This design comes from an exercise in tuning for small area, a short achievable clock period and few clock cycles on the open sky130 flow, not from production work.
Only simulation tests tie the RTL to the original design; equivalence was not proved.
No activity file was given, so power comes from the tool's default toggle rates.

<file path="flow/design.v">
module yasp_rx (
    input             clk,
    input             rst,
    input             req_valid,
    output            req_ready,
    input      [63:0] req_word,
    output reg        resp_valid,
    output reg  [3:0] resp_status,
    output reg [15:0] resp_value,
    output            hinv_valid,
    output      [7:0] hinv_slot,
    output      [7:0] hinv_href,
    output     [15:0] hinv_id,
    output     [15:0] hinv_poff,
    output     [15:0] hinv_plen,
    output reg        ntc_valid,
    output reg  [2:0] ntc_code,
    input             rx_we,
    input       [3:0] rx_waddr,
    input      [31:0] rx_wdata
);
    localparam [7:0] SYNC_BYTE = 8'hA5;
    localparam [3:0] OP_REGISTER = 4'h1;
    localparam [3:0] OP_PROCESS  = 4'h2;
    localparam [3:0] OP_DISPATCH = 4'h5;
    localparam [3:0] OP_HDONE    = 4'h6;
    localparam [3:0] ST_OK       = 4'd0;
    localparam [3:0] ST_ILLEGAL  = 4'd1;
    localparam [3:0] ST_REG_FULL = 4'd2;
    localparam [3:0] ST_RANGE    = 4'd3;
    localparam [3:0] ST_BUSY     = 4'd4;
    localparam [3:0] ST_STATE    = 4'd5;
    localparam [2:0] OC_NONE    = 3'd0;
    localparam [2:0] OC_NOSYNC  = 3'd2;
    localparam [2:0] OC_CORRUPT = 3'd3;
    localparam [2:0] OC_UNREG   = 3'd4;
    localparam [2:0] K_NONE = 3'd0;
    localparam [2:0] K_HDR  = 3'd1;    
    localparam [2:0] K_CHK  = 3'd2;    
    localparam [2:0] K_CV   = 3'd3;    
    localparam [2:0] K_SCAN = 3'd4;    
    localparam [2:0] K_FIN  = 3'd5;    
    function [31:0] crc4(input [31:0] c);
        begin
            crc4[0] = ^(c & 32'h04D101DF);
            crc4[1] = ^(c & 32'h09A203BE);
            crc4[2] = ^(c & 32'h1344077D);
            crc4[3] = ^(c & 32'h26880EFA);
            crc4[4] = ^(c & 32'h4D101DF4);
            crc4[5] = ^(c & 32'h9A203BE9);
            crc4[6] = ^(c & 32'h3091760D);
            crc4[7] = ^(c & 32'h6122EC1A);
            crc4[8] = ^(c & 32'hC245D835);
            crc4[9] = ^(c & 32'h805AB1B5);
            crc4[10] = ^(c & 32'h046462B5);
            crc4[11] = ^(c & 32'h08C8C56A);
            crc4[12] = ^(c & 32'h11918AD4);
            crc4[13] = ^(c & 32'h232315A9);
            crc4[14] = ^(c & 32'h46462B53);
            crc4[15] = ^(c & 32'h8C8C56A6);
            crc4[16] = ^(c & 32'h1DC9AC92);
            crc4[17] = ^(c & 32'h3B935924);
            crc4[18] = ^(c & 32'h7726B249);
            crc4[19] = ^(c & 32'hEE4D6493);
            crc4[20] = ^(c & 32'hD84BC8F9);
            crc4[21] = ^(c & 32'hB446902D);
            crc4[22] = ^(c & 32'h6C5C2184);
            crc4[23] = ^(c & 32'hD8B84309);
            crc4[24] = ^(c & 32'hB5A187CC);
            crc4[25] = ^(c & 32'h6F920E46);
            crc4[26] = ^(c & 32'hDF241C8C);
            crc4[27] = ^(c & 32'hBA9938C7);
            crc4[28] = ^(c & 32'h71E37051);
            crc4[29] = ^(c & 32'hE3C6E0A3);
            crc4[30] = ^(c & 32'hC35CC098);
            crc4[31] = ^(c & 32'h826880EF);
        end
    endfunction
    reg [31:0] rxw [0:15];
    reg [15:0] reg_id   [0:7];
    reg  [7:0] reg_href [0:7];
    reg  [3:0] reg_count;
    reg c_idle;       
    reg c_proc;       
    reg c_hinv;       
    reg c_ddone;      
    reg c_dlook;      
    reg ctx_disp;     
    reg  [2:0] hslot;
    reg  [7:0] hhref;
    reg [15:0] hid;
    reg  [6:0] hpoff;
    reg  [6:0] hplen;
    reg  [5:0] ra;        
    reg  [2:0] rk;        
    reg [63:0] bq;        
    reg  [2:0] ek;        
    reg  [6:0] wlen;      
    reg  [6:0] fa;        
    reg  [6:0] rem;       
    reg  [5:0] flm4;      
    reg  [1:0] coff;      
    reg  [3:0] rcnt;      
    reg [31:0] crc;
    reg        f_found;
    reg  [2:0] f_slot;
    reg  [2:0] f_code;    
    reg        pv;
    reg        p_end;     
    reg  [2:0] p_code;
    reg  [2:0] p_slot;
    reg  [6:0] p_poff;
    reg  [5:0] p_plen;
    wire [7:0] B0 = bq[7:0];
    wire [7:0] B1 = bq[15:8];
    wire [7:0] B2 = bq[23:16];
    wire [7:0] B3 = bq[31:24];
    wire [7:0] B4 = bq[39:32];
    wire [15:0] hl       = {B1, B2};
    wire        h_short  = rem < 7'd9;
    wire        h_nosync = B0 != SYNC_BYTE;
    wire        h_incomp = (hl[15:7] != 9'd0) || ({1'b0, hl[6:0]} + 8'd5 > {1'b0, rem});
    wire        h_bad    = hl[6:2] == 5'd0;      
    wire        h_four   = hl[6:0] == 7'd4;
    wire [3:0]  h_nm2    = hl[5:2] - {3'd0, hl[1:0] == 2'd0} - 4'd1;    
    wire [1:0] ro  = ra[1:0];
    wire [3:0] wa0 = ra[5:2];
    wire [3:0] wa1 = ra[5:2] + 4'd1;
    wire [3:0] wa2 = ra[5:2] + 4'd2;
    reg [7:0] lane_lo [0:3];
    reg [7:0] lane_hi [0:3];
    integer   ln;
    always @(*) begin
        for (ln = 0; ln < 4; ln = ln + 1) begin
            if (ln < ro) begin
                lane_lo[ln] = rxw[wa1][8*ln +: 8];
                lane_hi[ln] = rxw[wa2][8*ln +: 8];
            end else begin
                lane_lo[ln] = rxw[wa0][8*ln +: 8];
                lane_hi[ln] = rxw[wa1][8*ln +: 8];
            end
        end
    end
    wire [63:0] r8 = {lane_hi[ro + 2'd3], lane_hi[ro + 2'd2],
                      lane_hi[ro + 2'd1], lane_hi[ro],
                      lane_lo[ro + 2'd3], lane_lo[ro + 2'd2],
                      lane_lo[ro + 2'd1], lane_lo[ro]};
    reg [31:0] c0_in;
    always @(*) begin
        case (hl[1:0])
            2'd1:    c0_in = 32'hA32E2681 ^ {B1, 24'd0};
            2'd2:    c0_in = 32'h9A1C9D90 ^ {B2, B1, 16'd0};
            2'd3:    c0_in = 32'hF0958FD9 ^ {B3, B2, B1, 8'd0};
            default: c0_in = ~{B4, B3, B2, B1};
        endcase
    end
    reg [31:0] cw;
    always @(*) begin
        case (coff)
            2'd0:    cw = bq[31:0];
            2'd1:    cw = bq[39:8];
            2'd2:    cw = bq[47:16];
            default: cw = bq[55:24];
        endcase
    end
    wire [31:0] crc_next = crc4((ek == K_HDR) ? c0_in : (crc ^ cw));
    wire        cv_ok    = ~crc == {B0, B1, B2, B3};
    reg       lk_found;
    reg [2:0] lk_slot;
    integer   li;
    always @(*) begin
        lk_found = 1'b0;
        lk_slot  = 3'd0;
        for (li = 7; li >= 0; li = li - 1)
            if (li < reg_count && reg_id[li] == {B3, B4}) begin
                lk_found = 1'b1;
                lk_slot  = li[2:0];
            end
    end
    wire       e_go    = (ek == K_CV) || (ek == K_FIN);
    wire       e_end   = (ek == K_FIN) || !cv_ok || !f_found;
    wire [2:0] e_code  = (ek == K_FIN) ? f_code :
                         !cv_ok        ? OC_CORRUPT :
                         !f_found      ? OC_UNREG : OC_NONE;
    wire       stall   = (ek == K_FIN) & pv & ~c_proc;
    wire       stall_r = (rk == K_CV) & pv & ~c_proc;
    wire       bypass  = (ek == K_CV) & cv_ok & f_found & c_proc & ~pv;
    wire [6:0] cv_addr = fa + {1'b0, flm4} + 7'd5;
    wire d_act = c_proc | (c_hinv & ~ctx_disp);
    wire [3:0]  op    = req_word[63:60];
    wire [15:0] op_a  = req_word[47:32];
    wire [15:0] op_b  = req_word[31:16];
    wire [15:0] op_c  = req_word[15:0];
    reg legal;
    always @(*) begin
        case (op)
            OP_REGISTER: legal = (op_b == 16'd0) && (op_c[15:8] == 8'd0);
            OP_PROCESS:  legal = (op_c == 16'd0);
            OP_DISPATCH: legal = 1'b1;
            OP_HDONE:    legal = (op_a == 16'd0) && (op_b == 16'd0) && (op_c == 16'd0);
            default:     legal = 1'b0;
        endcase
        if (req_word[59:48] != 12'd0)
            legal = 1'b0;
    end
    wire disp_rng = (op_c[15:7] != 9'd0) || (op_b[15:7] != 9'd0) ||
                    ({1'b0, op_c[6:0]} + {1'b0, op_b[6:0]} > 8'd64);
    wire proc_rng = (op_a[15:7] != 9'd0) || (op_b[15:7] != 9'd0) ||
                    ({1'b0, op_a[6:0]} + {1'b0, op_b[6:0]} > 8'd64);
    assign req_ready  = c_idle | c_hinv;
    wire   accept     = req_valid & req_ready;
    assign hinv_valid = c_hinv;
    assign hinv_slot  = {5'd0, hslot};
    assign hinv_href  = hhref;
    assign hinv_id    = hid;
    assign hinv_poff  = {9'd0, hpoff};
    assign hinv_plen  = {9'd0, hplen};
    wire       inv_go   = (c_proc & pv & ~p_end) | (c_proc & bypass) | (c_dlook & lk_found);
    wire [2:0] inv_slot = c_dlook ? lk_slot : pv ? p_slot : f_slot;
    always @(posedge clk) begin
        if (rx_we)
            rxw[rx_waddr] <= rx_wdata;
        if (c_idle && !reg_count[3]) begin
            reg_id[reg_count[2:0]]   <= op_a;
            reg_href[reg_count[2:0]] <= op_c[7:0];
        end
        bq <= r8;
        if (c_idle)
            bq[39:24] <= {op_a[7:0], op_a[15:8]};    
        if (inv_go) begin
            hid   <= reg_id[inv_slot];
            hhref <= reg_href[inv_slot];
        end
    end
    always @(posedge clk) begin
        if (c_proc && pv)
            pv <= 1'b0;
        if (e_go && !stall && !bypass) begin
            pv     <= 1'b1;
            p_end  <= e_end;
            p_code <= e_code;
            p_slot <= f_slot;
            p_poff <= fa + 7'd5;
            p_plen <= flm4;
        end
        if (!d_act) begin
            rk <= c_idle ? K_HDR : K_NONE;
            ek <= K_NONE;
        end else if (!stall) begin
            ek <= stall_r ? K_NONE : rk;
            if (!stall_r) case (rk)
            K_HDR:  begin rk <= K_CHK; ra <= ra + 6'd2; end
            K_CHK:  if (rcnt != 4'd0) begin
                        rk   <= K_CHK;
                        ra   <= ra + 6'd4;
                        rcnt <= rcnt - 4'd1;
                    end else begin
                        rk <= K_CV;
                        ra <= cv_addr[5:0];
                    end
            K_CV:   begin rk <= K_HDR; ra <= ra + 6'd4; end
            K_SCAN: begin rk <= K_SCAN; ra <= ra + 6'd1; end
            default: ;
            endcase
            case (ek)
            K_HDR: begin
                flm4    <= hl[5:0] - 6'd4;
                coff    <= hl[1:0] - 2'd1;
                crc     <= crc_next;
                f_found <= lk_found;
                f_slot  <= lk_slot;
                f_code  <= OC_NONE;
                if (h_short) begin
                    rk <= K_NONE; ek <= K_FIN;
                end else if (h_nosync) begin
                    rk  <= K_SCAN; ek <= K_NONE;
                    ra  <= fa[5:0] + 6'd1;
                    rem <= rem - 7'd1;
                end else if (h_incomp) begin
                    rk <= K_NONE; ek <= K_FIN;
                end else if (h_bad) begin
                    rk <= K_NONE; ek <= K_FIN;
                    f_code <= OC_CORRUPT;
                    rem <= 7'd0;
                end else if (h_four) begin
                    ek <= K_NONE;
                    rk <= K_CV;
                    ra <= fa[5:0] + 6'd5;
                end else if (h_nm2 == 4'd0) begin
                    rk <= K_CV;
                    ra <= fa[5:0] + hl[5:0] + 6'd1;
                end else begin
                    rk   <= K_CHK;
                    ra   <= ra + 6'd4;
                    rcnt <= h_nm2 - 4'd1;
                end
            end
            K_CHK:
                crc <= crc_next;
            K_FIN: begin
                rk <= K_NONE; ek <= K_NONE;
            end
            K_CV:
                if (cv_ok && f_found) begin
                    fa  <= fa + {1'b0, flm4} + 7'd9;
                    rem <= rem - {1'b0, flm4} - 7'd9;
                end else begin
                    rk  <= K_NONE; ek <= K_NONE;
                    rem <= 7'd0;
                end
            K_SCAN:
                if (rem == 7'd0 || B0 == SYNC_BYTE) begin
                    rk <= K_NONE; ek <= K_FIN;
                    f_code <= OC_NOSYNC;
                end else begin
                    rem <= rem - 7'd1;
                end
            default: ;
            endcase
        end
        if (c_idle) begin
            ra   <= op_a[5:0];
            wlen <= op_b[6:0];
            fa   <= op_a[6:0];
            rem  <= op_b[6:0];
        end
        if (rst) begin
            rk <= K_NONE;
            ek <= K_NONE;
            pv <= 1'b0;
        end
    end
    always @(posedge clk) begin
        resp_valid  <= 1'b0;
        ntc_valid   <= 1'b0;
        resp_status <= ST_OK;
        resp_value  <= 16'd0;
        if (c_idle) begin
            hpoff <= op_c[6:0];
            hplen <= op_b[6:0];
            if (accept) begin
                resp_valid <= 1'b1;
                if (!legal) begin
                    resp_status <= ST_ILLEGAL;
                end else begin
                    case (op)
                    OP_REGISTER:
                        if (reg_count[3]) begin
                            resp_status <= ST_REG_FULL;
                        end else begin
                            reg_count  <= reg_count + 4'd1;
                            resp_value <= {12'd0, reg_count};
                        end
                    OP_PROCESS:
                        if (proc_rng) begin
                            resp_status <= ST_RANGE;
                        end else begin
                            resp_valid <= 1'b0;
                            ctx_disp   <= 1'b0;
                            c_idle     <= 1'b0;
                            c_proc     <= 1'b1;
                        end
                    OP_DISPATCH:
                        if (disp_rng) begin
                            resp_status <= ST_RANGE;
                        end else begin
                            resp_valid <= 1'b0;
                            c_idle     <= 1'b0;
                            c_dlook    <= 1'b1;
                        end
                    default:
                        resp_status <= ST_STATE;
                    endcase
                end
            end
        end
        if (c_dlook) begin
            c_dlook <= 1'b0;
            if (lk_found) begin
                ctx_disp <= 1'b1;
                hslot    <= lk_slot;
                c_hinv   <= 1'b1;
            end else begin
                resp_valid <= 1'b1;
                c_idle     <= 1'b1;
            end
        end
        if (c_hinv && accept) begin
            resp_valid <= 1'b1;
            if (!legal) begin
                resp_status <= ST_ILLEGAL;
            end else if (op != OP_HDONE) begin
                resp_status <= ST_BUSY;
            end else begin
                c_hinv <= 1'b0;
                if (ctx_disp)
                    c_ddone <= 1'b1;
                else
                    c_proc  <= 1'b1;
            end
        end
        if (c_ddone) begin
            resp_valid <= 1'b1;
            resp_value <= 16'd1;
            ctx_disp   <= 1'b0;
            c_ddone    <= 1'b0;
            c_idle     <= 1'b1;
        end
        if (c_proc) begin
            if (pv) begin
                c_proc <= 1'b0;
                if (!p_end) begin
                    hslot  <= p_slot;
                    hpoff  <= p_poff;
                    hplen  <= {1'b0, p_plen};
                    c_hinv <= 1'b1;
                end else begin
                    resp_valid <= 1'b1;
                    resp_value <= {9'd0, wlen - rem};
                    ntc_valid  <= p_code != OC_NONE;
                    ntc_code   <= p_code;
                    c_idle     <= 1'b1;
                end
            end else if (bypass) begin
                c_proc <= 1'b0;
                hslot  <= f_slot;
                hpoff  <= fa + 7'd5;
                hplen  <= {1'b0, flm4};
                c_hinv <= 1'b1;
            end
        end
        if (rst) begin
            c_idle     <= 1'b1;
            c_proc     <= 1'b0;
            c_hinv     <= 1'b0;
            c_ddone    <= 1'b0;
            c_dlook    <= 1'b0;
            ctx_disp   <= 1'b0;
            resp_valid <= 1'b0;
            ntc_valid  <= 1'b0;
            reg_count  <= 4'd0;
        end
    end
endmodule
</file>
<file path="flow/flow/run.sh">
#!/bin/bash
set -euo pipefail
bash standard.sh SETUP_SLACK_MARGIN=6.5 finish > standard_flow.log 2>&1
</file>
<file path="flow/standard.sh">
#!/bin/bash
# synth_recipe.tcl (not shown) runs the flow's synth.tcl, then flattens the netlist and writes it again
# the make line also repeats each setting of config.mk as NAME=value (left out here)
make -C /OpenROAD-flow-scripts/flow DESIGN_CONFIG=/design/flow/config.mk WORK_HOME=/design/flow/orfs CLKGATE_MAP_FILE= SYNTH_SCRIPT=/design/flow/synth_recipe.tcl "${@:-finish}"
</file>
<file path="flow/config.mk">
export PLATFORM = sky130hd
export DESIGN_NAME = yasp_rx
export DESIGN_NICKNAME = yasp_rx
export VERILOG_FILES = /design/flow/design.v
export SDC_FILE = /design/flow/constraint.sdc
export NUM_CORES = 4
export LEC_CHECK = 0
export CAP_MARGIN = 40
export CORE_MARGIN = 2
export CORE_UTILIZATION = 40
export SLEW_MARGIN = 30
</file>
<file path="flow/constraint.sdc">
create_clock -name core_clock -period 10.0 [get_ports {clk}]
set_input_delay 2.0000 -clock core_clock [delete_from_list [all_inputs] [get_ports {clk}]]
set_output_delay 2.0000 -clock core_clock [all_outputs]
set_load 0.01 [all_outputs]
</file>
==> summary.txt, run 1 <==
* Outcome: complete, no violations
* Synthesized cell area at 0.0539 mm2
* Synth area leader: edfxtp_1
* Worst path cell trace: buf_6 -> inv_1 -> fa_2 -> buf_4 -> xor2_1 -> nand3b_1 -> a211oi_2 -> o21ai_1 -> a311oi_2 -> buf_4 -> o2bb2ai_4 -> o41ai_2 -> nand3_1
* Worst-Skew Late Latency at 750 ps
* Total CTS buffers at 102
* Final Hold Fails at 0
* Number of flops mapped to enable cells by yosys at 828
* Clk sinks at 934
* Layout Cells excl Fill at 5,840
* Row Count at 134
* Initial core utilization at 40.3%
* DR iter-0 viols at 4,400
* Dpl hpwl at 109,000 um
* Initial antenna violation count at 7
* Buf/Inv on CP at 4
* Fmax at 271 MHz
* Seq. cell area at 0.0271 mm2
* Critical path required time at 10,610 ps
* Via Count at 36,627
* Fillers at 11,354
* Critical Path AT at 4310 ps
* Hold Buf Count CTS at 0
* Synthesis-to-layout area growth at 19.6%
* Clock slew at the register clock pins of the worst setup and hold paths at 60 ps
* Worst-margin pin slew at 1120 ps
* Die ar. at 0.138 mm2
* Flip-flop and latch count after synthesis at 934
* Core Footprint at 0.134 mm2
* Asr flop ratio synth at 0%
* Ys flop type: edfxtp_1
* Seq/Total Area, Yosys at 50.1%
* Die extent in y at 371 um
* Max-cap violations at 0
* Clock Tree Buf Depth at 3
* Vias in the first global route at 35,287
* GP Congestion at 0.961
* Crit-path max FO at 12
* Post-synth top area share at 46.1%
* Multi-input gate area at 0.0267 mm2
* Layout cells sized above 1 at 31.3%
* Root buf cell: clkbuf_16
* Grt ovf at 0
* Crit Path Class: input port to flop
* Unrepaired setup endpoints after global routing: true
* Die Wd at 371 um
* Final period utilization at 37.0%
* Global-route wire length before repair at 252,000 um
* Port bufs at 161
* Top Family by Delay on Critical Path: compound AO/OA/AOI/OAI gates
* Total track usage at 25.0%
* DRC Markers at 0
* Setup TNS at 0 ps
* Avg Cell Area, Syn at 14.5 um2
* H-tree levels at 3
* Cell Pwr Density at 167 mW/mm2
* Startpoint types: input port
* Post-Synthesis Cells at 3,717
* Top Ports at 195
* Slowest stage delay, CP at 390 ps
* Design area at 0.0645 mm2
* Synth cell types at 98
* Minimum clock period at 3700 ps
* Inst Count DP at 5,463
* Most instantiated library cell after synthesis: edfxtp_1
* DR pass1 iterations at 6
* Static leakage at 21.6 nW
* Drt total wl at 176,000 um
* Total power at 10.7 mW
* VDD IR-drop max at 0.149 mV
* Final ANT Viol Nets at 0
* Endpoints failing setup at 0
* Most frequent CP cell: buf_4
* Slowest cell on crit path: fa_2
* Clk_skew at 36.0 ps
* Max Slew Vio Count at 0
* Worst Hold Class: flop to flop
* Rel. slew slack at 25.4%
* Via-per-instance ratio at 6.27
* Layout net count at 4,170
* DP Area at 0.0575 mm2
* Synth cell count leaders: 828 x edfxtp_1, 472 x mux4_2, 280 x xnor2_1
* WL per Instance at 30.1 um
* Largest net degree at the start of global routing at 74
* Synth top area cells: edfxtp_1 46%, mux4_2 20%, xnor2_1 4.5%
* Ys Warns at 3
* CTS tree: yes
* Setup crit end kind: flop
## final cells by class
class | instances | area share (%)
Sequential cell | 934 | 42.0
Multi-Input combinational cell | 2434 | 41.4
Timing Repair Buffer | 425 | 7.31
Clock buffer | 141 | 4.41
Tap cell | 1768 | 3.43
Clock inverter | 53 | 0.957
Inverter | 83 | 0.518
Antenna cell | 2 | 0.00776
## layout by cell type (no fill, tap or decap), types with 77 or more instances in the layout
master	instances
a21oi_1	143
buf_4	165
clkbuf_16	110
dfxtp_1	77
edfxtp_1	828
mux4_2	472
nand2_1	162
nor2_1	145
xnor2_1	267
xor2_1	172
## routing by layer
metal  wire length [um]  part of all wire [%]  track usage (%)
met4               6960                   4.0             8.60
met2              84600                    48             41.2
met5                 69                 0.039                0
met1              68400                    39             33.2
met3              15600                   8.9             4.74
## logic make-up after synthesis
group | Yosys count | synth area share [%]
AND/OR/NAND/NOR | 661 | 6.27
adder cells (fa/ha/maj) | 86 | 2.08
buffers and inverters | 387 | 3.63
XOR/XNOR | 479 | 8.17
AO/OA/AOI/OAI | 616 | 8.52
flip-flops | 934 | 50.1
multiplexers | 553 | 21.3
other | 1 | 0.00696
## repair_timing
action / in CTS / in global routing
pin swaps: 49 / 81
gates cloned: 17 / 5
setup endpoints to repair: 639 / 184
gates resized for setup: 458 / 162
setup buffers: 81 / 76
## stage by stage
stage,utilization (%),setup slack [ps],hold WS [ps]
floorplan,-,5930,427
global placement,42.8,4310,434
detailed placement,43.0,4410,434
CTS,47.1,6280,449
global route,48.3,6200,471
finish,48.3,6300,451
## power by group
group	switching [mW]	total [mW]	leakage, nW	internal, mW
Sequential	0.108	4.51	8.44	4.40
Clock	1.64	3.89	1.67	2.24
Combinational	1.24	2.34	11.5	1.10
## state kept, by name (all words and copies together) (netlist names), 8 cells and up, named ones only
| name | flops |
|---|---|
| reg_id | 128 |
| crc | 32 |
| reg_href | 64 |
| hhref | 8 |
| rxw | 512 |
| bq | 56 |
| hid | 16 |
## worst paths after layout
path | cells past startpoint | slack [ps] | to | startpoint
setup / recovery | 13 | 6300 | c_idle$_SDFF_PP1_ | req_word[1]
hold / removal | 0 | 450 | p_slot[2]$_DFFE_PP_ | f_slot[2]$_DFFE_PP_
setup reg to reg | 13 | 6480 | hid[0]$_DFFE_PP_ | reg_count[0]$_SDFFE_PP0P_
hold reg to reg | 0 | 450 | p_slot[2]$_DFFE_PP_ | f_slot[2]$_DFFE_PP_
Testbench counts, summed over its fixed seeds: cycles 17,944.
==> run 2, diff against run 1 <==
==> flow/run.sh (new file) <==
#!/bin/bash
# synth_recipe.tcl (not shown) runs the flow's synth.tcl, then flattens the netlist and writes it again
# the make line also repeats each setting of config.mk as NAME=value (left out here)
make -C /OpenROAD-flow-scripts/flow DESIGN_CONFIG=/design/flow/config.mk WORK_HOME=/design/flow/orfs CLKGATE_MAP_FILE= SYNTH_SCRIPT=/design/flow/synth_recipe.tcl finish
removed: flow/flow/run.sh
removed: flow/standard.sh
==> summary.txt, run 2 <==
* Max Slew Vio Count at 0 (unchanged)
* Final Hold Fails at 0 (unchanged)
* Fmax at 194 MHz (was 271 MHz)
* Post-Synthesis Cells at 3,717 (unchanged)
* Most instantiated library cell after synthesis: edfxtp_1 (unchanged)
* R2r setup slk at 4850 ps (was 6480 ps)
* Root buf cell: clkbuf_16 (unchanged)
* Die Wd at 371 um (unchanged)
* Rel. slew slack at 30.4% (was 25.4%)
* Layout net count at 4,003 (was 4,170)
* Worst-margin pin slew at 1040 ps (was 1120 ps)
* Core Footprint at 0.134 mm2 (unchanged)
* Crit-path max FO at 18 (was 12)
* VDD IR-drop max at 0.161 mV (was 0.149 mV)
* Total power at 10.5 mW (was 10.7 mW)
* Vias in the first global route at 35,087 (was 35,287)
* Die extent in y at 371 um (unchanged)
* Avg Cell Area, Syn at 14.5 um2 (unchanged)
* Startpoint types: flop (was input port)
* Most frequent cells in the layout: 828 x edfxtp_1, 472 x mux4_2, 279 x xnor2_1 (was 828 x edfxtp_1, 472 x mux4_2, 267 x xnor2_1)
* Number of flops mapped to enable cells by yosys at 828 (unchanged)
* Commonest non-fill, non-tap cell in the layout: edfxtp_1 (unchanged)
* Crit Path Class: flop to flop (was input port to flop)
* CTS tree: yes (unchanged)
* DR iter-0 viols at 4,438 (was 4,400)
* Cell Pwr Density at 172 mW/mm2 (was 167 mW/mm2)
* Ys flop type: edfxtp_1 (unchanged)
* Dpl hpwl at 111,000 um (was 109,000 um)
* Die ar. at 0.138 mm2 (unchanged)
* Outcome: complete, no violations (unchanged)
* DRC Markers at 0 (unchanged)
* GP Congestion at 0.944 (was 0.961)
* Final ANT Viol Nets at 0 (unchanged)
* Biggest register: rxw (unchanged)
* Synth cell count leaders: 828 x edfxtp_1, 472 x mux4_2, 280 x xnor2_1 (unchanged)
* Port bufs at 161 (unchanged)
* Final period utilization at 51.5% (was 37.0%)
* Minimum clock period at 5150 ps (was 3700 ps)
* Clk_skew at 36.7 ps (was 36.0 ps)
* Slowest cell on crit path: ha_1 (was fa_2)
* Max reg flops at 512 (unchanged)
* Unrepaired setup endpoints after global routing: false (was true)
* Hold Buf Count CTS at 0 (unchanged)
* Global-route wire length before repair at 244,000 um (was 252,000 um)
* Fillers at 11,662 (was 11,354)
* Worst path cell trace: ha_1 -> ha_1 -> ha_1 -> a21o_1 -> a221o_1 -> a221o_1 -> a21oi_1 -> nand2_1 -> nor3_1 -> and3_1 -> o21ai_0 (was buf_6 -> inv_1 -> fa_2 -> buf_4 -> xor2_1 -> nand3b_1 -> a211oi_2 -> o21ai_1 -> a311oi_2 -> buf_4 -> o2bb2ai_4 -> o41ai_2 -> nand3_1)
* Synthesis-to-layout area growth at 13.1% (was 19.6%)
* Setup TNS at 0 ps (unchanged)
* Synth top area cells: edfxtp_1 46%, mux4_2 20%, xnor2_1 4.5% (unchanged)
* Final core utilization at 45.6% (was 48.3%)
* Post-CTS Setup Bufs at 0 (was 81)
* Grt ovf at 0 (unchanged)
* Top Ports at 195 (unchanged)
* Setup crit end kind: flop (unchanged)
* Layout Cells excl Fill at 5,669 (was 5,840)
* DR pass1 iterations at 6 (unchanged)
* Via-per-instance ratio at 6.23 (was 6.27)
* Initial antenna violation count at 9 (was 7)
* Largest net degree at the start of global routing at 120 (was 74)
* Row Count at 134 (unchanged)
* Synth cell types at 98 (unchanged)
* Seq/Total Area, Yosys at 50.1% (unchanged)
* Layout cells sized above 1 at 23.1% (was 31.3%)
* Most frequent CP cell: ha_1 (was buf_4)
* Endpoints failing setup at 0 (unchanged)
* Clock slew at the register clock pins of the worst setup and hold paths at 60 ps (about the same)
* H-tree levels at 3 (unchanged)
* WL per Instance at 29.6 um (was 30.1 um)
* Critical Path AT at 5580 ps (was 4310 ps)
* Asr flop ratio synth at 0% (unchanged)
* Clk sinks at 934 (unchanged)
* Worst-Skew Late Latency at 720 ps (was 750 ps)
* Synth area leader: edfxtp_1 (unchanged)
* Synthesized cell area at 0.0539 mm2 (unchanged)
* Clock Tree Buf Depth at 3 (unchanged)
* Post-synth top area share at 46.1% (unchanged)
* Flip-flop and latch count after synthesis at 934 (unchanged)
* Initial core utilization at 40.3% (unchanged)
* Worst Hold Class: flop to flop (unchanged)
* Via Count at 35,322 (was 36,627)
* Max-cap violations at 0 (unchanged)
* Total CTS buffers at 102 (unchanged)
* CTS resizes at 0 (was 458)
* Drt total wl at 168,000 um (was 176,000 um)
* Slowest stage delay, CP at 830 ps (was 390 ps)
* Ys Warns at 3 (unchanged)
* Total track usage at 24.1% (was 25.0%)
* Static leakage at 19.9 nW (was 21.6 nW)
* Critical path required time at 10,430 ps (was 10,610 ps)
* Inst Count DP at 5,467 (was 5,463)
## run 2: cell count changes in the layout (fill, tap and decap cells not counted), moves of 13 or more
cell	change
dfxtp_1	+24
a21oi_1	+14
buf_12	-38
clkdlybuf4s50_1	+100
buf_6	-25
buf_4	-95
a221oi_1	+13
dlygate4sd2_1	-56
nor4_1	+15
nand2_1	+18
## run 2: cell type report
cell class / count / area, um2 / share of cell area [%]
antenna: 1 / 2.50 / 0.00410
clock buffer: 139 / 2860 / 4.70
clock inverter: 52 / 567 / 0.929
inverter: 83 / 312 / 0.511
multi-input combinational: 2428 / 25400 / 41.6
sequential: 934 / 27000 / 44.3
tap: 1768 / 2210 / 3.63
timing repair buffer: 264 / 2680 / 4.39
## run 2: metrics by stage
stage	worst slack, ps	instance area, um2	hold WS [ps]
detailed placement	4450	57400	436
global placement	4370	57100	433
CTS	4970	60900	449
floorplan	4820	54000	427
global route	4600	61000	466
finish	4850	61000	446
## run 2: report_power, final
part / internal (mW) / switching, mW
Sequential: 4.40 / 0.115
Combinational: 0.960 / 1.12
Clock: 2.25 / 1.62
## run 2: cell families (layout without fill, tap and decap cells)
family	count (synthesis)	after routing	share of synthesized area (%)
AND/OR/NAND/NOR	661	661	6.27
buffers and inverters	387	538	3.63
adder cells (fa/ha/maj)	86	86	2.08
other	1	34	0.00696
AO/OA/AOI/OAI	616	616	8.52
flip-flops	934	934	50.1
multiplexers	553	553	21.3
XOR/XNOR	479	479	8.17
## run 2: final timing paths
kind,cells past startpoint,startpoint,end
worst min register to register,0,f_slot[1]$_DFFE_PP_,p_slot[1]$_DFFE_PP_
worst min-delay path,0,f_slot[1]$_DFFE_PP_,p_slot[1]$_DFFE_PP_
worst max-delay path,11,bq[17]$_DFF_P_,ra[1]$_DFFE_PP_
worst max register to register,11,bq[17]$_DFF_P_,ra[1]$_DFFE_PP_
## run 2: metal layers
metal	global-route usage [%]	wire length (um)	vias up	share of wire [%]
met4	8.71	6330	8	3.8
met5	0	47	-	0.028
li1	-	-	14928	-
met1	32.4	67400	18308	40
met3	4.13	13100	313	7.8
met2	39.4	80700	1765	48
## run 2: critical path: cells and delay by family (launching register included)
family | cells | cell delay, ps
simple gates | 3 | 1250
flops | 1 | 750
fa+ha+maj | 3 | 1490
compound gates | 5 | 1360
==> run 3, diff against run 2 <==
--- a/flow/config.mk
+++ b/flow/config.mk
@@ -8,4 +8,5 @@
 export CAP_MARGIN = 40
 export CORE_MARGIN = 2
 export CORE_UTILIZATION = 40
+export SETUP_SLACK_MARGIN = 5
 export SLEW_MARGIN = 30
==> summary.txt, run 3 <==
* Outcome: complete, no violations (unchanged)
* Seq/Total Area, Yosys at 50.1% (unchanged)
* Dpl ws at 4490 ps (was 4450 ps)
* Number of flops mapped to enable cells by yosys at 828 (unchanged)
* Fin Hold WS at 450 ps (was 446 ps)
* Commonest non-fill, non-tap cell in the layout: edfxtp_1 (unchanged)
* Max-cap violations at 0 (unchanged)
* Crit Path Class: flop to flop (unchanged)
* Synth cell types at 98 (unchanged)
* Static leakage at 19.9 nW (about the same)
* Post-Synthesis Cells at 3,717 (unchanged)
* CTS tree: yes (unchanged)
* Synth top area cells: edfxtp_1 46%, mux4_2 20%, xnor2_1 4.5% (unchanged)
* Flip-flop and latch count after synthesis at 934 (unchanged)
* WL per Instance at 29.5 um (was 29.6 um)
* Top Family by Delay on Critical Path: simple AND/OR/NAND/NOR gates (was adder cells)
* DR pass1 iterations at 8 (was 6)
* Final ANT Viol Nets at 0 (unchanged)
* Max reg flops at 512 (unchanged)
* Worst Hold Class: flop to flop (unchanged)
* Clock Tree Buf Depth at 3 (unchanged)
* Row Count at 134 (unchanged)
* DRC Markers at 0 (unchanged)
* Synthesis-to-layout area growth at 12.9% (was 13.1%)
* Most instantiated library cell after synthesis: edfxtp_1 (unchanged)
* Synthesized cell area at 0.0539 mm2 (unchanged)
* Total track usage at 23.9% (was 24.1%)
* Clk sinks at 934 (unchanged)
* Port bufs at 161 (unchanged)
* Die extent in y at 371 um (unchanged)
* Post-synth top area share at 46.1% (unchanged)
* Buf/Inv on CP at 1 (was 0)
* PnR worst setup slack at 5090 ps (was 4850 ps)
* Critical Path AT at 5370 ps (was 5580 ps)
* Die ar. at 0.138 mm2 (unchanged)
* Clock slew at the register clock pins of the worst setup and hold paths at 70 ps (was 60 ps)
* Worst-Skew Late Latency at 740 ps (was 720 ps)
* Critical path required time at 10,460 ps (was 10,430 ps)
* Slowest cell on crit path: dfxtp_1 (was ha_1)
* Cell Pwr Density at 170 mW/mm2 (was 172 mW/mm2)
* Grt ovf at 0 (unchanged)
* Minimum clock period at 4910 ps (was 5150 ps)
* Hold Buf Count CTS at 0 (unchanged)
* Setup crit end kind: flop (unchanged)
* Global-route wire length before repair at 241,000 um (was 244,000 um)
* DR iter-0 viols at 4,309 (was 4,438)
* Die Wd at 371 um (unchanged)
* Layout net count at 4,000 (was 4,003)
* Top Ports at 195 (unchanged)
* Total CTS buffers at 100 (was 102)
* Worst-margin pin slew at 1170 ps (was 1040 ps)
* Synth area leader: edfxtp_1 (unchanged)
* Vias in the first global route at 34,502 (was 35,087)
* Initial antenna violation count at 6 (was 9)
* VDD IR-drop max at 0.152 mV (was 0.161 mV)
* Biggest register: rxw (unchanged)
* Rel. slew slack at 22.2% (was 30.4%)
* Startpoint types: flop (unchanged)
* Avg Cell Area, Syn at 14.5 um2 (unchanged)
* Initial core utilization at 40.3% (unchanged)
* Final Hold Fails at 0 (unchanged)
* Unrepaired setup endpoints after global routing: true (was false)
* Worst path cell trace: inv_1 -> ha_1 -> ha_1 -> and3_1 -> a221o_1 -> a221o_1 -> a21oi_1 -> nand2_1 -> nor3_1 -> and3_1 -> o21ai_0 (was ha_1 -> ha_1 -> ha_1 -> a21o_1 -> a221o_1 -> a221o_1 -> a21oi_1 -> nand2_1 -> nor3_1 -> and3_1 -> o21ai_0)
* Via-per-instance ratio at 6.26 (was 6.23)
* Layout cells sized above 1 at 22.9% (was 23.1%)
* GP Congestion at 0.966 (was 0.944)
* Max Slew Vio Count at 0 (unchanged)
* Largest net degree at the start of global routing at 101 (was 120)
* Root buf cell: clkbuf_16 (unchanged)
* Slowest stage delay, CP at 800 ps (was 830 ps)
* Asr flop ratio synth at 0% (unchanged)
* Dpl hpwl at 108,000 um (was 111,000 um)
* Most frequent cells in the layout: 828 x edfxtp_1, 472 x mux4_2, 279 x xnor2_1 (unchanged)
* Fmax at 204 MHz (was 194 MHz)
* Ys Warns at 3 (unchanged)
* Via Count at 35,449 (was 35,322)
* Final period utilization at 49.1% (was 51.5%)
* Core Footprint at 0.134 mm2 (unchanged)
* H-tree levels at 3 (unchanged)
* Endpoints failing setup at 0 (unchanged)
* Clk_skew at 55.9 ps (was 36.7 ps)
* Synth cell count leaders: 828 x edfxtp_1, 472 x mux4_2, 280 x xnor2_1 (unchanged)
* Setup TNS at 0 ps (unchanged)
* Crit-path max FO at 11 (was 18)
* Drt total wl at 167,000 um (was 168,000 um)
* Ys flop type: edfxtp_1 (unchanged)
-- run 3: path summary, 6_finish.rpt --
check	from	endpoint	slack, ps	cells past startpoint
setup reg to reg	bq[16]$_DFF_P_	ra[1]$_DFFE_PP_	5090	11
hold / removal	f_slot[2]$_DFFE_PP_	p_slot[2]$_DFFE_PP_	450	0
setup / recovery	bq[16]$_DFF_P_	ra[1]$_DFFE_PP_	5090	11
hold reg to reg	f_slot[2]$_DFFE_PP_	p_slot[2]$_DFFE_PP_	450	0
-- run 3: cells by family after synthesis --
| group | Yosys count | share of synthesized area [%] |
|---|---|---|
| other | 1 | 0.00696 |
| flip-flops | 934 | 50.1 |
| multiplexers | 553 | 21.3 |
| AO/OA/AOI/OAI | 616 | 8.52 |
| XOR/XNOR | 479 | 8.17 |
| AND/OR/NAND/NOR | 661 | 6.27 |
| adder cells (fa/ha/maj) | 86 | 2.08 |
| buffers and inverters | 387 | 3.63 |
-- run 3: layout make-up --
cell class	count	area (um2)
multi-input combinational	2428	25400
sequential	934	27000
tap	1768	2210
antenna	1	2.50
clock inverter	53	537
fill	11608	72800
clock buffer	136	2750
timing repair buffer	263	2660
inverter	83	315
-- run 3: stage by stage --
| stage | std cells | instance area, um2 | utilization, % | total power, mW |
|---|---|---|---|---|
| after floorplan | 3749 | 54000 | - | 6.07 |
| after global placement | 5449 | 57100 | 42.7 | 6.67 |
| after detailed placement | 5465 | 57400 | 42.9 | 6.69 |
| after CTS | 5654 | 60700 | 45.4 | 10.4 |
| after global routing | 5665 | 60900 | 45.5 | 10.7 |
| final | 5666 | 60900 | 45.6 | 10.4 |
-- run 3: layer usage --
metal | GRT usage, % | part of all wire, % | up-vias | wire (um)
met5 | 0 | 0.023 | - | 39
met4 | 7.93 | 3.6 | 6 | 6060
met3 | 3.79 | 8.1 | 297 | 13500
met2 | 39.6 | 49 | 1967 | 81300
met1 | 32.1 | 40 | 18240 | 66100
li1 | - | - | 14939 | -
-- run 3: report_power, final --
group	internal, mW	leakage, nW	switching [mW]
registers	4.40	8.43	0.111
logic	0.965	9.81	1.15
clock network	2.11	1.62	1.63
total	7.48	19.9	2.88
-- run 3: what timing repair did --
item | CTS | global route
resized for setup | 0 | 4
setup buffers | 0 | 0
hold endpoints to repair | 0 | 0
endpoints found under the setup margin | 0 | 10
==> run 4, diff against run 3 <==
--- a/flow/design.v
+++ b/flow/design.v
@@ -85,7 +85,11 @@
     reg c_hinv;       
     reg c_ddone;      
     reg c_dlook;      
+    reg c_pchk;       
     reg ctx_disp;     
+    reg a_hi;         
+    reg b_hi;         
+    reg c_hi;         
     reg  [2:0] hslot;
     reg  [7:0] hhref;
     reg [15:0] hid;
@@ -98,6 +102,8 @@
     reg  [6:0] wlen;      
     reg  [6:0] fa;        
     reg  [6:0] rem;       
+    reg  [6:0] rem5;      
+    reg  [3:0] c0sel;     
     reg  [5:0] flm4;      
     reg  [1:0] coff;      
     reg  [3:0] rcnt;      
@@ -119,10 +125,20 @@
     wire [15:0] hl       = {B1, B2};
     wire        h_short  = rem < 7'd9;
     wire        h_nosync = B0 != SYNC_BYTE;
-    wire        h_incomp = (hl[15:7] != 9'd0) || ({1'b0, hl[6:0]} + 8'd5 > {1'b0, rem});
+    wire        h_incomp = (hl[15:7] != 9'd0) || (hl[6:0] > rem5);    
     wire        h_bad    = hl[6:2] == 5'd0;      
     wire        h_four   = hl[6:0] == 7'd4;
     wire [3:0]  h_nm2    = hl[5:2] - {3'd0, hl[1:0] == 2'd0} - 4'd1;    
+    wire        h_two    = (hl[6:0] > 7'd4) && (hl[6:0] < 7'd9);       
+    reg  [6:0]  h_cv2;
+    always @(*) begin
+        case (hl[1:0])
+            2'd1:    h_cv2 = fa + 7'd6;
+            2'd2:    h_cv2 = fa + 7'd7;
+            2'd3:    h_cv2 = fa + 7'd8;
+            default: h_cv2 = fa + 7'd9;
+        endcase
+    end
     wire [1:0] ro  = ra[1:0];
     wire [3:0] wa0 = ra[5:2];
     wire [3:0] wa1 = ra[5:2] + 4'd1;
@@ -145,15 +161,10 @@
                       lane_hi[ro + 2'd1], lane_hi[ro],
                       lane_lo[ro + 2'd3], lane_lo[ro + 2'd2],
                       lane_lo[ro + 2'd1], lane_lo[ro]};
-    reg [31:0] c0_in;
-    always @(*) begin
-        case (hl[1:0])
-            2'd1:    c0_in = 32'hA32E2681 ^ {B1, 24'd0};
-            2'd2:    c0_in = 32'h9A1C9D90 ^ {B2, B1, 16'd0};
-            2'd3:    c0_in = 32'hF0958FD9 ^ {B3, B2, B1, 8'd0};
-            default: c0_in = ~{B4, B3, B2, B1};
-        endcase
-    end
+    wire [31:0] c0_in = ({32{c0sel[1]}} & (32'hA32E2681 ^ {B1, 24'd0})) |
+                        ({32{c0sel[2]}} & (32'h9A1C9D90 ^ {B2, B1, 16'd0})) |
+                        ({32{c0sel[3]}} & (32'hF0958FD9 ^ {B3, B2, B1, 8'd0})) |
+                        ({32{c0sel[0]}} & ~{B4, B3, B2, B1});
     reg [31:0] cw;
     always @(*) begin
         case (coff)
@@ -203,10 +214,6 @@
         if (req_word[59:48] != 12'd0)
             legal = 1'b0;
     end
-    wire disp_rng = (op_c[15:7] != 9'd0) || (op_b[15:7] != 9'd0) ||
-                    ({1'b0, op_c[6:0]} + {1'b0, op_b[6:0]} > 8'd64);
-    wire proc_rng = (op_a[15:7] != 9'd0) || (op_b[15:7] != 9'd0) ||
-                    ({1'b0, op_a[6:0]} + {1'b0, op_b[6:0]} > 8'd64);
     assign req_ready  = c_idle | c_hinv;
     wire   accept     = req_valid & req_ready;
     assign hinv_valid = c_hinv;
@@ -225,6 +232,7 @@
             reg_href[reg_count[2:0]] <= op_c[7:0];
         end
         bq <= r8;
+        c0sel <= 4'b0001 << r8[17:16];
         if (c_idle)
             bq[39:24] <= {op_a[7:0], op_a[15:8]};    
         if (inv_go) begin
@@ -276,6 +284,7 @@
                     rk  <= K_SCAN; ek <= K_NONE;
                     ra  <= fa[5:0] + 6'd1;
                     rem <= rem - 7'd1;
+                    rem5 <= rem5 - 7'd1;
                 end else if (h_incomp) begin
                     rk <= K_NONE; ek <= K_FIN;
                 end else if (h_bad) begin
@@ -286,9 +295,9 @@
                     ek <= K_NONE;
                     rk <= K_CV;
                     ra <= fa[5:0] + 6'd5;
-                end else if (h_nm2 == 4'd0) begin
+                end else if (h_two) begin
                     rk <= K_CV;
-                    ra <= fa[5:0] + hl[5:0] + 6'd1;
+                    ra <= h_cv2[5:0];
                 end else begin
                     rk   <= K_CHK;
                     ra   <= ra + 6'd4;
@@ -304,6 +313,7 @@
                 if (cv_ok && f_found) begin
                     fa  <= fa + {1'b0, flm4} + 7'd9;
                     rem <= rem - {1'b0, flm4} - 7'd9;
+                    rem5 <= rem5 - {1'b0, flm4} - 7'd9;
                 end else begin
                     rk  <= K_NONE; ek <= K_NONE;
                     rem <= 7'd0;
@@ -314,6 +324,7 @@
                     f_code <= OC_NOSYNC;
                 end else begin
                     rem <= rem - 7'd1;
+                    rem5 <= rem5 - 7'd1;
                 end
             default: ;
             endcase
@@ -323,6 +334,7 @@
             wlen <= op_b[6:0];
             fa   <= op_a[6:0];
             rem  <= op_b[6:0];
+            rem5 <= op_b[6:0] - 7'd5;
         end
         if (rst) begin
             rk <= K_NONE;
@@ -330,6 +342,8 @@
             pv <= 1'b0;
         end
     end
+    wire proc_bad = a_hi | b_hi | ({1'b0, fa} + {1'b0, wlen} > 8'd64);
+    wire disp_bad = c_hi | b_hi | ({1'b0, hpoff} + {1'b0, hplen} > 8'd64);
     always @(posedge clk) begin
         resp_valid  <= 1'b0;
         ntc_valid   <= 1'b0;
@@ -338,6 +352,9 @@
         if (c_idle) begin
             hpoff <= op_c[6:0];
             hplen <= op_b[6:0];
+            a_hi  <= op_a[15:7] != 9'd0;
+            b_hi  <= op_b[15:7] != 9'd0;
+            c_hi  <= op_c[15:7] != 9'd0;
             if (accept) begin
                 resp_valid <= 1'b1;
                 if (!legal) begin
@@ -351,32 +368,40 @@
                             reg_count  <= reg_count + 4'd1;
                             resp_value <= {12'd0, reg_count};
                         end
-                    OP_PROCESS:
-                        if (proc_rng) begin
-                            resp_status <= ST_RANGE;
-                        end else begin
-                            resp_valid <= 1'b0;
-                            ctx_disp   <= 1'b0;
-                            c_idle     <= 1'b0;
-                            c_proc     <= 1'b1;
-                        end
-                    OP_DISPATCH:
-                        if (disp_rng) begin
-                            resp_status <= ST_RANGE;
-                        end else begin
-                            resp_valid <= 1'b0;
-                            c_idle     <= 1'b0;
-                            c_dlook    <= 1'b1;
-                        end
+                    OP_PROCESS: begin
+                        resp_valid <= 1'b0;
+                        ctx_disp   <= 1'b0;
+                        c_idle     <= 1'b0;
+                        c_proc     <= 1'b1;
+                        c_pchk     <= 1'b1;
+                    end
+                    OP_DISPATCH: begin
+                        resp_valid <= 1'b0;
+                        c_idle     <= 1'b0;
+                        c_dlook    <= 1'b1;
+                    end
                     default:
                         resp_status <= ST_STATE;
                     endcase
                 end
             end
         end
+        if (c_pchk) begin
+            c_pchk <= 1'b0;
+            if (proc_bad) begin
+                resp_valid  <= 1'b1;
+                resp_status <= ST_RANGE;
+                c_proc      <= 1'b0;
+                c_idle      <= 1'b1;
+            end
+        end
         if (c_dlook) begin
             c_dlook <= 1'b0;
-            if (lk_found) begin
+            if (disp_bad) begin
+                resp_valid  <= 1'b1;
+                resp_status <= ST_RANGE;
+                c_idle      <= 1'b1;
+            end else if (lk_found) begin
                 ctx_disp <= 1'b1;
                 hslot    <= lk_slot;
                 c_hinv   <= 1'b1;
@@ -406,7 +431,7 @@
             c_ddone    <= 1'b0;
             c_idle     <= 1'b1;
         end
-        if (c_proc) begin
+        if (c_proc && !c_pchk) begin
             if (pv) begin
                 c_proc <= 1'b0;
                 if (!p_end) begin
@@ -435,6 +460,7 @@
             c_hinv     <= 1'b0;
             c_ddone    <= 1'b0;
             c_dlook    <= 1'b0;
+            c_pchk     <= 1'b0;
             ctx_disp   <= 1'b0;
             resp_valid <= 1'b0;
             ntc_valid  <= 1'b0;
==> flow/flow/run.sh (new file) <==
#!/bin/bash
set -euo pipefail
bash standard.sh SETUP_SLACK_MARGIN=7.0 finish > standard_flow.log 2>&1
==> flow/standard.sh (new file) <==
#!/bin/bash
# synth_recipe.tcl (not shown) runs the flow's synth.tcl, then flattens the netlist and writes it again
# the make line also repeats each setting of config.mk as NAME=value (left out here)
make -C /OpenROAD-flow-scripts/flow DESIGN_CONFIG=/design/flow/config.mk WORK_HOME=/design/flow/orfs CLKGATE_MAP_FILE= SYNTH_SCRIPT=/design/flow/synth_recipe.tcl "${@:-finish}"
--- a/flow/config.mk
+++ b/flow/config.mk
@@ -8,5 +8,4 @@
 export CAP_MARGIN = 40
 export CORE_MARGIN = 2
 export CORE_UTILIZATION = 40
-export SETUP_SLACK_MARGIN = 5
 export SLEW_MARGIN = 30
removed: flow/run.sh
==> summary.txt, run 4 <==
* H-tree levels at 3 (unchanged)
* Root buf cell: clkbuf_16 (unchanged)
* Total power at 11.6 mW (was 10.4 mW)
* Die Wd at 373 um (was 371 um)
* Biggest register: rxw (unchanged)
* Global-route wire length before repair at 268,000 um (was 241,000 um)
* Worst-Skew Late Latency at 770 ps (was 740 ps)
* Seq/Total Area, Yosys at 50.2% (was 50.1%)
* Fillers at 11,087 (was 11,608)
* Avg Cell Area, Syn at 14.4 um2 (was 14.5 um2)
* Post-Synthesis Cells at 3,786 (was 3,717)
* Commonest non-fill, non-tap cell in the layout: edfxtp_1 (unchanged)
* Worst Hold Class: flop to flop (unchanged)
* Layout cells sized above 1 at 40.3% (was 22.9%)
* Max-cap violations at 0 (unchanged)
* Die extent in y at 373 um (was 371 um)
* Critical path required time at 10,690 ps (was 10,460 ps)
* Crit-path max FO at 10 (was 11)
* Static leakage at 23.8 nW (was 19.9 nW)
* Minimum clock period at 3560 ps (was 4910 ps)
* CTS tree: yes (unchanged)
* Initial antenna violation count at 11 (was 6)
* DR iter-0 viols at 4,657 (was 4,309)
* Synth cell types at 95 (was 98)
* Top Ports at 195 (unchanged)
* Clock Tree Buf Depth at 3 (unchanged)
* Startpoint types: input port (was flop)
* Die ar. at 0.139 mm2 (was 0.138 mm2)
* Dpl hpwl at 115,000 um (was 108,000 um)
* Metal3 WL at 18,300 um (was 13,500 um)
* Ys Warns at 3 (unchanged)
* Worst hold path stage count at 0 (unchanged)
* Dpl ws at 4480 ps (was 4490 ps)
* DR pass1 iterations at 6 (was 8)
* Drt total wl at 190,000 um (was 167,000 um)
* RR Startpoint: ra[2]$_DFFE_PP_ (was bq[16]$_DFF_P_)
* Via-per-instance ratio at 6.32 (was 6.26)
* WL per Instance at 31.0 um (was 29.5 um)
* Unrepaired setup endpoints after global routing: true (unchanged)
* Core Footprint at 0.135 mm2 (was 0.134 mm2)
* Post-synth top area share at 46.1% (about the same)
* Hold Buf Count CTS at 0 (unchanged)
* Final period utilization at 35.6% (was 49.1%)
* Synth area leader: edfxtp_1 (unchanged)
* Initial core utilization at 40.3% (about the same)
* Crit Path Class: input port to flop (was flop to flop)
* Setup crit end kind: flop (unchanged)
* Most instantiated library cell after synthesis: edfxtp_1 (unchanged)
* Worst-margin pin slew at 860 ps (was 1170 ps)
* DRT met1 WL at 70,200 um (was 66,100 um)
* Outcome: complete, no violations (unchanged)
* Endpoints failing setup at 0 (unchanged)
* Top layer in use: met5 (unchanged)
* Clk_skew at 30.6 ps (was 55.9 ps)
* Total CTS buffers at 108 (was 100)
* Layout net count at 4,456 (was 4,000)
* Grt ovf at 0 (unchanged)
* Synth cell count leaders: 838 x edfxtp_1, 472 x mux4_2, 327 x xnor2_1 (was 828 x edfxtp_1, 472 x mux4_2, 280 x xnor2_1)
* Worst Reg2Reg Path Length in Cells at 11 (unchanged)
* Cell Pwr Density at 166 mW/mm2 (was 170 mW/mm2)
* Via Count at 38,761 (was 35,449)
* Port bufs at 161 (unchanged)
* Total track usage at 26.2% (was 23.9%)
* PnR worst setup slack at 6440 ps (was 5090 ps)
* Setup TNS at 0 ps (unchanged)
* Crit. Startpoint: req_word[33] (was bq[16]$_DFF_P_)
* Final ANT Viol Nets at 0 (unchanged)
* Fmax at 281 MHz (was 204 MHz)
* Vias in the first global route at 37,721 (was 34,502)
* DRC Markers at 0 (unchanged)
* Synthesis-to-layout area growth at 27.6% (was 12.9%)
* Met2 WL at 90,700 um (was 81,300 um)
* Largest net degree at the start of global routing at 70 (was 101)
* Final Hold Fails at 0 (unchanged)
* Row Count at 135 (was 134)
* Max Slew Vio Count at 0 (unchanged)
* Asr flop ratio synth at 0% (unchanged)
* Synthesized cell area at 0.0545 mm2 (was 0.0539 mm2)
* Critical Path AT at 4250 ps (was 5370 ps)
* Clk sinks at 949 (was 934)
* Synth top area cells: edfxtp_1 46%, mux4_2 19%, xnor2_1 5.3% (was edfxtp_1 46%, mux4_2 20%, xnor2_1 4.5%)
* Hold_sp: f_slot[0]$_DFFE_PP_ (was f_slot[2]$_DFFE_PP_)
* GP Congestion at 0.975 (was 0.966)
* Max reg flops at 512 (unchanged)
* Ys flop type: edfxtp_1 (unchanged)
* Rel. slew slack at 42.7% (was 22.2%)
* Clock slew at the register clock pins of the worst setup and hold paths at 60 ps (was 70 ps)
* Number of flops mapped to enable cells by yosys at 838 (was 828)
* Most frequent cells in the layout: 838 x edfxtp_1, 472 x mux4_2, 247 x xnor2_1 (was 828 x edfxtp_1, 472 x mux4_2, 279 x xnor2_1)
* Flip-flop and latch count after synthesis at 949 (was 934)
* VDD IR-drop max at 0.140 mV (was 0.152 mV)
==> run 4: cell count changes after synthesis, sizes merged, moves of 22 or more <==
cell	previous run	this run
nor3b	75	11
o22ai	14	66
xnor2	301	348
a211oi	89	45
xor2	177	137
o21a	13	36
a2111oi	25	3
and2	13	35
nor2	165	143
==> run 4: final timing paths <==
kind	end	slack, ps
min	p_slot[0]$_DFFE_PP_	460
min reg2reg	p_slot[0]$_DFFE_PP_	460
max reg2reg	bq[39]$_DFF_P_	6490
max	c_proc$_SDFF_PP0_	6440
==> run 4: metal layers <==
layer  track usage (%)  up-vias
met5                 0        -
li1                  -    15943
met1              33.1    19811
met4              11.6       18
met3              6.17      541
met2              42.9     2448
==> run 4: area by class of cell <==
type                            instances  area [um2]  area share [%]
Antenna cell                            2        5.00         0.00719
Tap cell                             1781        2230            3.20
Multi-Input combinational cell       2482       28500            41.0
Sequential cell                       949       27600            39.6
Inverter                               94         365           0.525
Timing Repair Buffer                  616        7170            10.3
Clock inverter                         75         764            1.10
Clock buffer                          131        2960            4.25
==> run 4: logic make-up after synthesis <==
kind of cell | count (synthesis) | synth area share, %
multiplexers | 581 | 21.6
other | 1 | 0.00688
flip-flops | 949 | 50.2
AND/OR/NAND/NOR | 620 | 5.74
buffers and inverters | 388 | 3.37
adder cells (fa/ha/maj) | 101 | 2.41
AO/OA/AOI/OAI | 660 | 8.50
XOR/XNOR | 486 | 8.20
==> run 4: where the power goes <==
group	internal, mW	switching, mW	total, mW
combinational	1.38	1.41	2.79
sequential	4.48	0.141	4.62
clock	2.40	1.76	4.16
total	8.26	3.31	11.6
==> run 4: timing repair <==
| action | CTS | global route |
|---|---|---|
| buffers inserted | 198 | 126 |
| cloned | 30 | 8 |
| endpoints found under the setup margin | 780 | 381 |
| gates resized for setup | 998 | 272 |
| pin swaps | 135 | 157 |
==> run 4: worst max-delay path, cell delays in order <==
cell,delay [ps]
clkdlybuf4s15_2,270
or3_4,390
o31ai_4,260
a21oi_2,80
o21ai_1,130
nand4_1,120
buf_6,180
buf_6,110
o31a_1,280
o32a_1,330
nor2_1,100
==> run 4: metrics by stage <==
step	hold slack [ps]	utilization (%)	std cells	area, um2
2_1_floorplan	418	-	3818	55000
3_3_place_gp	437	42.8	5541	58000
3_5_place_dp	439	43.0	5556	58200
4_1_cts	459	49.3	5990	66800
5_1_grt	475	51.4	6128	69600
6_report	457	51.4	6130	69600
Testbench counts of run 4, summed over its fixed seeds: cycles 17,944.
==> run 5, diff against run 4 <==
==> flow/flow/run.sh (replaced) <==
#!/bin/bash
set -euo pipefail
bash standard.sh SETUP_SLACK_MARGIN=6.6 finish > standard_flow.log 2>&1
==> summary.txt, run 5 <==
* Max reg flops at 512 (unchanged)
* Fmax at 273 MHz (was 281 MHz)
* Synth cell count leaders: 838 x edfxtp_1, 472 x mux4_2, 327 x xnor2_1 (unchanged)
* Via Count at 36,642 (was 38,761)
* Ys flop type: edfxtp_1 (unchanged)
* Grt ovf at 0 (unchanged)
* Die extent in y at 373 um (unchanged)
* Synth area leader: edfxtp_1 (unchanged)
* Worst-Skew Late Latency at 740 ps (was 770 ps)
* Dpl hpwl at 115,000 um (about the same)
* CTS tree: yes (unchanged)
* Largest net degree at the start of global routing at 67 (was 70)
* Final period utilization at 36.6% (was 35.6%)
* GP Congestion at 0.940 (was 0.975)
* Total track usage at 24.9% (was 26.2%)
* Clk_skew at 30.9 ps (was 30.6 ps)
* DR pass1 iterations at 8 (was 6)
* Row Count at 135 (unchanged)
* DR iter-0 viols at 4,205 (was 4,657)
* Inst Count DP at 5,555 (was 5,556)
* Setup crit end kind: flop (unchanged)
* Port bufs at 161 (unchanged)
* Outcome: complete, no violations (unchanged)
* Avg Cell Area, Syn at 14.4 um2 (unchanged)
* Minimum clock period at 3660 ps (was 3560 ps)
* Unrepaired setup endpoints after global routing: true (unchanged)
* Setup TNS at 0 ps (unchanged)
* Static leakage at 21.3 nW (was 23.8 nW)
* Vias in the first global route at 35,673 (was 37,721)
* Critical Path AT at 4230 ps (was 4250 ps)
* Worst-margin pin slew at 1250 ps (was 860 ps)
* Synth top area cells: edfxtp_1 46%, mux4_2 19%, xnor2_1 5.3% (unchanged)
* Worst Hold Class: flop to flop (unchanged)
* Die ar. at 0.139 mm2 (unchanged)
* Most instantiated library cell after synthesis: edfxtp_1 (unchanged)
* Initial core utilization at 40.3% (unchanged)
* PnR worst setup slack at 6340 ps (was 6440 ps)
* Final Hold Fails at 0 (unchanged)
* Global-route wire length before repair at 255,000 um (was 268,000 um)
* Fin Hold WS at 437 ps (was 457 ps)
* Dpl ws at 4370 ps (was 4480 ps)
* Final core utilization at 47.5% (was 51.4%)
* Seq/Total Area, Yosys at 50.2% (unchanged)
* Ys Warns at 3 (unchanged)
* Core Footprint at 0.135 mm2 (unchanged)
* Crit Path Class: input port to flop (unchanged)
* H-tree levels at 3 (unchanged)
* Synthesized cell area at 0.0545 mm2 (unchanged)
* VDD IR-drop max at 0.140 mV (about the same)
* R2r setup slk at 6580 ps (was 6490 ps)
* Startpoint types: input port (unchanged)
* WL per Instance at 30.2 um (was 31.0 um)
* Asr flop ratio synth at 0% (unchanged)
* Rel. slew slack at 16.7% (was 42.7%)
* Worst Reg2Reg Path Length in Cells at 11 (unchanged)
* Top Ports at 195 (unchanged)
* Synthesis-to-layout area growth at 17.9% (was 27.6%)
* Total CTS buffers at 102 (was 108)
* Endpoints failing setup at 0 (unchanged)
* Biggest register: rxw (unchanged)
* Most frequent cells in the layout: 838 x edfxtp_1, 472 x mux4_2, 316 x xnor2_1 (was 838 x edfxtp_1, 472 x mux4_2, 247 x xnor2_1)
* Clk sinks at 949 (unchanged)
* Clock slew at the register clock pins of the worst setup and hold paths at 60 ps (about the same)
* Initial antenna violation count at 5 (was 11)
* Max Slew Vio Count at 0 (unchanged)
* Worst hold path stage count at 0 (unchanged)
* Hold Buf Count CTS at 0 (unchanged)
* DRC Markers at 0 (unchanged)
* Drt total wl at 178,000 um (was 190,000 um)
* Via-per-instance ratio at 6.23 (was 6.32)
* Flip-flop and latch count after synthesis at 949 (unchanged)
* Clock Tree Buf Depth at 3 (unchanged)
* Die Wd at 373 um (unchanged)
* Max-cap violations at 0 (unchanged)
* Layout net count at 4,216 (was 4,456)
* Commonest non-fill, non-tap cell in the layout: edfxtp_1 (unchanged)
* Post-synth top area share at 46.1% (unchanged)
* Final ANT Viol Nets at 0 (unchanged)
* Root buf cell: clkbuf_16 (unchanged)
* Layout Cells excl Fill at 5,878 (was 6,130)
* Crit-path max FO at 7 (was 10)
* Cell Pwr Density at 165 mW/mm2 (was 166 mW/mm2)
* Layout cells sized above 1 at 29.7% (was 40.3%)
* Synth cell types at 95 (unchanged)
* Critical path required time at 10,570 ps (was 10,690 ps)
* Post-Synthesis Cells at 3,786 (unchanged)
* Number of flops mapped to enable cells by yosys at 838 (unchanged)
run 5: critical path, stage by stage:
cell and delay, ps:
buf_12 120, nor4_4 310, nand4b_1 210, o31ai_4 280, a21oi_2 80, o21ai_1 130
nand4_1 240, buf_4 240, buf_6 120, or2_4 270, o2bb2ai_2 150, a21oi_1 90
run 5: final cells by class:
cell class                      count  area [um2]
Fill cell                       11663       71200
Sequential cell                   949       27500
Multi-Input combinational cell   2481       26600
Timing Repair Buffer              383        4300
Clock buffer                      143        2890
Tap cell                         1781        2230
Clock inverter                     45         397
Inverter                           94         357
Antenna cell                        2        5.00
run 5: routing by layer:
| layer | global-route usage (%) | wire [um] | vias to the layer above |
|---|---|---|---|
| met2 | 41.4 | 86100 | 1956 |
| li1 | - | - | 15443 |
| met4 | 9.32 | 7600 | 6 |
| met3 | 4.74 | 15100 | 346 |
| met5 | 0 | 43 | - |
| met1 | 32.5 | 69000 | 18891 |
run 5: cells by family (layout without fill, tap and decap cells):
kind of cell	Yosys count	in the layout	synth area share (%)
compound gates	660	660	8.50
xor+xnor	486	486	8.20
fa+ha+maj	101	101	2.41
buf+inv	388	665	3.37
flops	949	949	50.2
mux	581	581	21.6
other cells	1	35	0.00688
simple gates	620	620	5.74
run 5: through the flow:
stage          power, mW  instance area [um2]
5_1_grt             11.0                64300
2_1_floorplan       6.17                54900
6_report            10.6                64300
3_3_place_gp        6.77                58000
3_5_place_dp        6.78                58200
4_1_cts             10.6                63200
run 5: power by group:
| part | internal, mW | switching, mW |
|---|---|---|
| clock network | 2.13 | 1.63 |
| logic | 1.06 | 1.20 |
| registers | 4.48 | 0.141 |
| total | 7.67 | 2.98 |
run 5: path summary, 6_finish.rpt:
kind | startpoint | end
worst max-delay path | req_word[38] | c_hinv$_SDFF_PP0_
worst min-delay path | f_slot[0]$_DFFE_PP_ | p_slot[0]$_DFFE_PP_
worst max register to register | ra[2]$_DFFE_PP_ | bq[31]$_DFF_P_
worst min register to register | f_slot[0]$_DFFE_PP_ | p_slot[0]$_DFFE_PP_
run 5: what timing repair did:
item / CTS / global route
setup endpoints to repair: 700 / 398
setup buffers: 65 / 50
cloned: 13 / 4
pin swaps: 42 / 44
gates resized for setup: 506 / 155

==> port drivers added, routing unchanged <==
In the flow no input, the clock included, has a driving cell. The finished layouts below were timed again as built, in two steps.
Step 1 sets driving cells, clkbuf_16 on the clock port and buf_2 on the other inputs (assumed; they add their load-dependent delay and slew).
Step 2 also shifts input and output timing later by t, the mid clock arrival at the registers, as if the neighbouring blocks saw the same clock.
a / b / c = no drivers / after step 1 / after step 2; a / b = the first two.
| run | shift t [ns] | setup slack, ns | latest minus earliest clock arrival (ns) | worst register clock-pin slew, ns | worst data-port slew with drivers (ns) |
|---|---|---|---|---|---|
| run 1 | 0.803 | 6.303 / 6.284 / 5.481 | 0.040 / 0.040 | 0.07 / 0.07 | 0.14 |
| run 2 | 0.782 | 4.847 / 4.847 / 4.463 | 0.038 / 0.038 | 0.07 / 0.07 | 0.11 |
| run 3 | 0.786 | 5.087 / 5.087 / 4.444 | 0.057 / 0.057 | 0.07 / 0.07 | 0.13 |
| run 4 | 0.826 | 6.436 / 6.457 / 5.632 | 0.043 / 0.043 | 0.07 / 0.07 | 0.15 |
| run 5 | 0.794 | 6.336 / 6.360 / 5.567 | 0.033 / 0.033 | 0.07 / 0.07 | 0.11 |
After both steps every run listed still meets setup and hold. For run 1, which loses most, drivers alone change the setup slack by -0.019 ns; drivers and shift together by -0.822 ns.
